Background: an optimization exercise with open tools, aiming at small area, a short achievable clock period and few clock cycles per item. Do not read the settings as production practice. In this exercise RTL edits were held to simulation tests only and were not proved equivalent to the original. No activity file was given, so power comes from the tool's default toggle rates.

==> flow/design.v <==
module beep_env_div (
  input            clk,
  input            first,    
  input            step,     
  input            cbit,     
  input      [7:0] d,
  output reg [7:0] rem,
  output           qbit
);
  wire [7:0] rem_in = first ? 8'd0 : rem;
  wire [8:0] rem_sh = {rem_in, cbit};
  wire [9:0] diff   = {1'b0, rem_sh} - {2'b0, d};
  assign     qbit   = ~diff[9];
  always @(posedge clk) begin
    if (step)
      rem <= qbit ? diff[7:0] : rem_sh[7:0];
  end
endmodule
module beep_env (
  input             clk,
  input             rst,
  input             start,
  input      [31:0] env,         
  input      [31:0] gain,        
  output reg        ready,
  output reg        done,
  output reg        lut_we,
  output     [7:0]  lut_addr,
  output     [15:0] lut_data
);
  localparam [2:0] P_IDLE = 3'd0,
                   P_INIT = 3'd1,
                   P_RL   = 3'd2,
                   P_SU   = 3'd3,
                   P_DC   = 3'd4,
                   P_AT   = 3'd5;
  localparam [1:0] K_R = 2'd0, K_D = 2'd1, K_A = 2'd2;
  reg [2:0]  ph;
  reg [7:0]  atk, dec, sus, relp;    
  reg [23:0] g;
  reg        gbig;
  reg [8:0]  de;        
  reg        suNE;      
  reg        dcNE;      
  reg        atNE;      
  reg        nA;        
  reg        sgSU, sgDC, sgAT;    
  reg [8:0]  i;         
  reg        last;      
  reg [23:0] acc;       
  reg        asat;      
  reg [23:0] qg;        
  reg        qsat;
  reg [7:0]  r;         
  reg        zb;        
  reg        cb;        
  reg [1:0]  dk;        
  reg        jb, jr;    
  reg [3:0]  jc;        
  reg        hm;        
  reg        jn;        
  reg        pr;        
  wire [7:0] sep  = ~relp;
  wire [2:0] fin  = atNE ? P_AT : dcNE ? P_DC : suNE ? P_SU : P_RL;
  wire       js   = jn;
  wire [7:0] dsel = (dk == K_R) ? relp : (dk == K_D) ? dec : atk;
  wire [7:0] rem;
  wire       qbit;
  wire       dstep = js | (jb & ~jc[3]);
  wire       hz    = js | (jb & (jc == 4'd0));    
  wire [3:0] jcn   = js ? 4'd1 : jc + 4'd1;      
  beep_env_div u_div (
    .clk   (clk),
    .first (hz),
    .step  (dstep),
    .cbit  (cb),
    .d     (dsel),
    .rem   (rem),
    .qbit  (qbit)
  );
  wire [8:0] rsum = {1'b0, r} + {1'b0, rem};
  wire [9:0] rdif = {1'b0, rsum} - {2'b0, dsel};
  wire       rc   = ~rdif[9];
  wire [7:0] rnxt = rc ? rdif[7:0] : rsum[7:0];
  wire [23:0] ax   = hm ? qg : acc;
  wire [25:0] asum = {2'b0, ax} + {2'b0, qg} + (zb ? {2'b0, g} : 26'd0);
  wire        aovf = asum[25] | asum[24] | (zb & gbig);
  reg        adv;       
  reg        enter;     
  reg [2:0]  np;        
  wire       jok      = jr | (jb & jc == 4'd8);    
  wire [2:0] after_rl = suNE ? P_SU : dcNE ? P_DC : P_AT;
  wire [2:0] after_su = dcNE ? P_DC : P_AT;
  wire       ok_at    = ~nA | ((dk == K_A) & jok);
  always @* begin
    adv   = 1'b0;
    enter = 1'b0;
    np    = ph;
    case (ph)
      P_INIT: begin
        np = P_RL;
        enter = 1'b1;
        adv = jok;
      end
      P_RL, P_SU, P_DC, P_AT:
        if (!last) adv = 1'b1;
        else begin
          enter = 1'b1;
          np = (ph == P_RL) ? after_rl : (ph == P_SU) ? after_su : P_AT;
          adv = (np == P_SU) | (np == P_DC & pr) | (np == P_AT & ok_at);
        end
      default: ;
    endcase
  end
  wire       zero_n = enter & ((np == P_RL) | (np == P_AT));    
  wire       step_n = ~zero_n & ((np == P_RL) | (np == P_DC) | (np == P_AT));
  wire [8:0] i_pm   = (ph == P_AT) ? i + 9'd1 : i - 9'd1;
  wire [7:0] atm1   = atk - 8'd1;
  reg  [8:0] inx;
  reg        we_n;
  always @* begin
    if (!enter) begin
      inx  = i_pm;
      we_n = (ph == P_RL) ? (i > de) : (ph == P_DC) ? ~(i[8] & |i[7:0]) : 1'b1;
    end else case (np)
      P_RL:    begin inx = 9'd255;             we_n = ~de[8]; end
      P_SU:    begin inx = i_pm;               we_n = 1'b1; end
      P_DC:    begin inx = de - 9'd1;          we_n = ~(de[8] & |de[7:0]); end
      default: begin inx = 9'd0;               we_n = 1'b1; end
    endcase
  end
  reg  [8:0] stop;
  always @* begin
    case (ph)
      P_RL:    stop = {1'b0, sep};
      P_SU:    stop = de;
      P_DC:    stop = {1'b0, atk};
      default: stop = {1'b0, atm1};
    endcase
  end
  wire single = (np == P_SU) ? sgSU : (np == P_DC) ? sgDC : (np == P_AT) & sgAT;
  wire last_n = enter ? single : (i_pm == stop);
  wire lrl = adv & last_n & (np == P_RL);
  wire ldc = adv & last_n & (np == P_DC);
  assign lut_addr = i[7:0];
  assign lut_data = acc[23:8] | {16{asat}};
  wire [8:0] de_c = {1'b0, atk} + {1'b0, dec};
  always @(posedge clk) begin
    if (ready) begin
      atk  <= env[7:0];
      dec  <= env[15:8];
      sus  <= env[23:16];
      relp <= {env[31:25], env[24] | ~|env[31:25]};
      g    <= gain[23:0];
      gbig <= |gain[31:24];
      dk   <= K_R;
      jb   <= 1'b1;
      jr   <= 1'b0;
      jc   <= 4'd0;
      hm   <= 1'b0;
      jn   <= 1'b0;
      pr   <= 1'b0;
      cb   <= env[23];
    end else begin
      if (ph == P_INIT) begin
        de   <= de_c;
        suNE <= de_c < {1'b0, sep};
        dcNE <= |dec;
        atNE <= |atk;
        nA   <= |atk[7:1];
        sgSU <= (de_c + 9'd1) == {1'b0, sep};
        sgDC <= dec == 8'd1;
        sgAT <= atk == 8'd1;
      end
      hm <= js | (jb & ~jc[3]);
      if (jb) begin
        jc <= jc + 4'd1;
        if (jc == 4'd8) begin
          jb <= 1'b0;
          jr <= 1'b1;
        end
      end
      if (hz) begin
        qg   <= 24'd0;
        qsat <= 1'b0;
      end else if (hm) begin
        qg   <= asum[23:0];
        qsat <= qsat | aovf;
      end
      jn <= 1'b0;
      if (lrl) begin
        dk <= dcNE ? K_D : K_A;
        jn <= dcNE | nA;
        jr <= 1'b0;
      end
      if (ldc) begin
        dk <= K_A;
        jn <= nA;
        jr <= 1'b0;
      end
      if (js) begin
        jb <= 1'b1;
        jr <= 1'b0;
        jc <= 4'd1;
      end
      if (dstep)
        zb <= qbit;
      if (lrl)
        cb <= ~dcNE | ~sus[7];
      else if (ldc)
        cb <= 1'b1;
      else
        cb <= (dk == K_A) | (sus[~jcn[2:0]] ^ (dk == K_D));
      if (js & (dk == K_D)) begin
        pr <= 1'b0;
      end else if ((dk == K_D) & jr & ~pr) begin
        r  <= rnxt;
        zb <= rc;
        pr <= 1'b1;
      end
      if (adv) begin
        i    <= inx;
        last <= last_n;
        if (zero_n) begin
          acc  <= 24'd0;
          asat <= 1'b0;
          r    <= rem;
          zb   <= 1'b0;
        end else if (step_n) begin
          acc  <= asum[23:0];
          asat <= asat | qsat | aovf;
          r    <= rnxt;
          zb   <= rc;
        end
      end
      if (js & (dk == K_D))
        r <= dec - 8'd1;
    end
    if (rst) begin
      ph     <= P_IDLE;
      ready  <= 1'b1;
      done   <= 1'b0;
      lut_we <= 1'b0;
    end else if (ready) begin
      done   <= 1'b0;
      lut_we <= 1'b0;
      if (start) begin
        ph    <= P_INIT;
        ready <= 1'b0;
      end
    end else if (adv) begin
      lut_we <= we_n;
      if (last_n & (np == fin)) begin
        done  <= 1'b1;
        ph    <= P_IDLE;
        ready <= 1'b1;
      end else
        ph <= np;
    end
  end
endmodule
export LEC_CHECK = 0
export ABC_AREA = 1
export CAP_MARGIN = 0
export CORE_MARGIN = 2
export CORE_UTILIZATION = 40
export CTS_BUF_LIST = sky130_fd_sc_hd__clkbuf_8
export PLACE_DENSITY = 0.6
export SLEW_MARGIN = 0
create_clock -name core_clock -period 10.0 [get_ports {clk}]
standard.sh (not shown) runs the stock make flow with config.mk's settings and CLKGATE_MAP_FILE= SYNTH_SCRIPT=/design/flow/synth_recipe.tcl, a recipe that flattens the netlist after the stock synthesis.
==> flow/flow/run.sh <==
#!/bin/bash
set -euo pipefail
export BUFFER_PORTS_ARGS="-buffer_cell sky130_fd_sc_hd__buf_1"
export SETUP_SLACK_MARGIN=6.5
bash standard.sh > standard_flow.log 2>&1
The starting point finished clean.
Testbench counts at the start, summed over its fixed seeds: cycles 26,026, builds 96.
==> next run, changes <==
==> flow/flow/run.sh (replaced) <==
#!/bin/bash
set -euo pipefail
export BUFFER_PORTS_ARGS="-buffer_cell sky130_fd_sc_hd__buf_1"
export SETUP_SLACK_MARGIN=6
bash standard.sh > standard_flow.log 2>&1
Effect: Total power shrinks by about 3%. Worst hold slack degrades by 20 ps. Sequential power hardly moves. Cell area shrinks by about 4%. Utilization shrinks by 1.8 points. Via count shrinks by about 2.4%. Non-clock buffer count shrinks by 24.
==> next run, changes <==
==> flow/flow/run.sh (replaced) <==
#!/bin/bash
set -euo pipefail
export BUFFER_PORTS_ARGS="-buffer_cell sky130_fd_sc_hd__buf_1"
export SETUP_SLACK_MARGIN=5.5
bash standard.sh > standard_flow.log 2>&1
- ABC_AREA: 1 -> not set
The new run completed with no timing, DRC or antenna violations.
Wire length falls by 4.2%.
Design area falls by 1.4%.
Setup slack gets worse by 470 ps.
Count of clock-buffer cells in the layout rises by 1.
Clock power rises by 9.0%.
Hold slack gets worse by 5.6 ps.
Global-route usage falls by 0.84 points.
Total power rises by 0.99%.
==> next run, changes <==
==> flow/flow/run.sh (replaced) <==
#!/bin/bash
set -euo pipefail
export BUFFER_PORTS_ARGS="-buffer_cell sky130_fd_sc_hd__buf_1"
export SETUP_SLACK_MARGIN=6
bash standard.sh > standard_flow.log 2>&1
- CORE_UTILIZATION: 40 -> 55
- PLACE_DENSITY: 0.6 -> 0.75
The new run completed with no timing, DRC or antenna violations; worst setup slack gets better by 360 ps; first-iteration DRC count rose by well over a third; fmax rose by roughly a tenth; flip-flop and latch count does not change; area after synthesis stays the same; non-clock buffer count rose by 13; final cell count fell by a few percent; power fell slightly.

separate check: timing with driven ports:
How much do the figures lean on ideal ports? The routed layouts below were timed once more, with nothing changed but the port constraints.
Step 1 assumes that a clkbuf_16 drives the clock port and a buf_2 every other input.
Step 2 times the ports against the registers' clock, not the clock port: input delays grow and output delays shrink by t, the midpoint of the rising clock arrivals with the driver on.
Three values: ideal, step 1, step 2; two values: the first two.
run | t, ns | setup WS [ns] | clock arrival spread, ns
the first run | 0.536 | 6.526 / 6.526 / 6.526 | 0.021 / 0.021
the second run | 0.550 | 6.240 / 6.240 / 6.240 | 0.024 / 0.025
the third run | 0.532 | 5.771 / 5.771 / 5.771 | 0.024 / 0.024
the fourth run | 0.504 | 6.135 / 6.135 / 6.135 | 0.022 / 0.021
After both steps setup and hold are still met in every run listed.
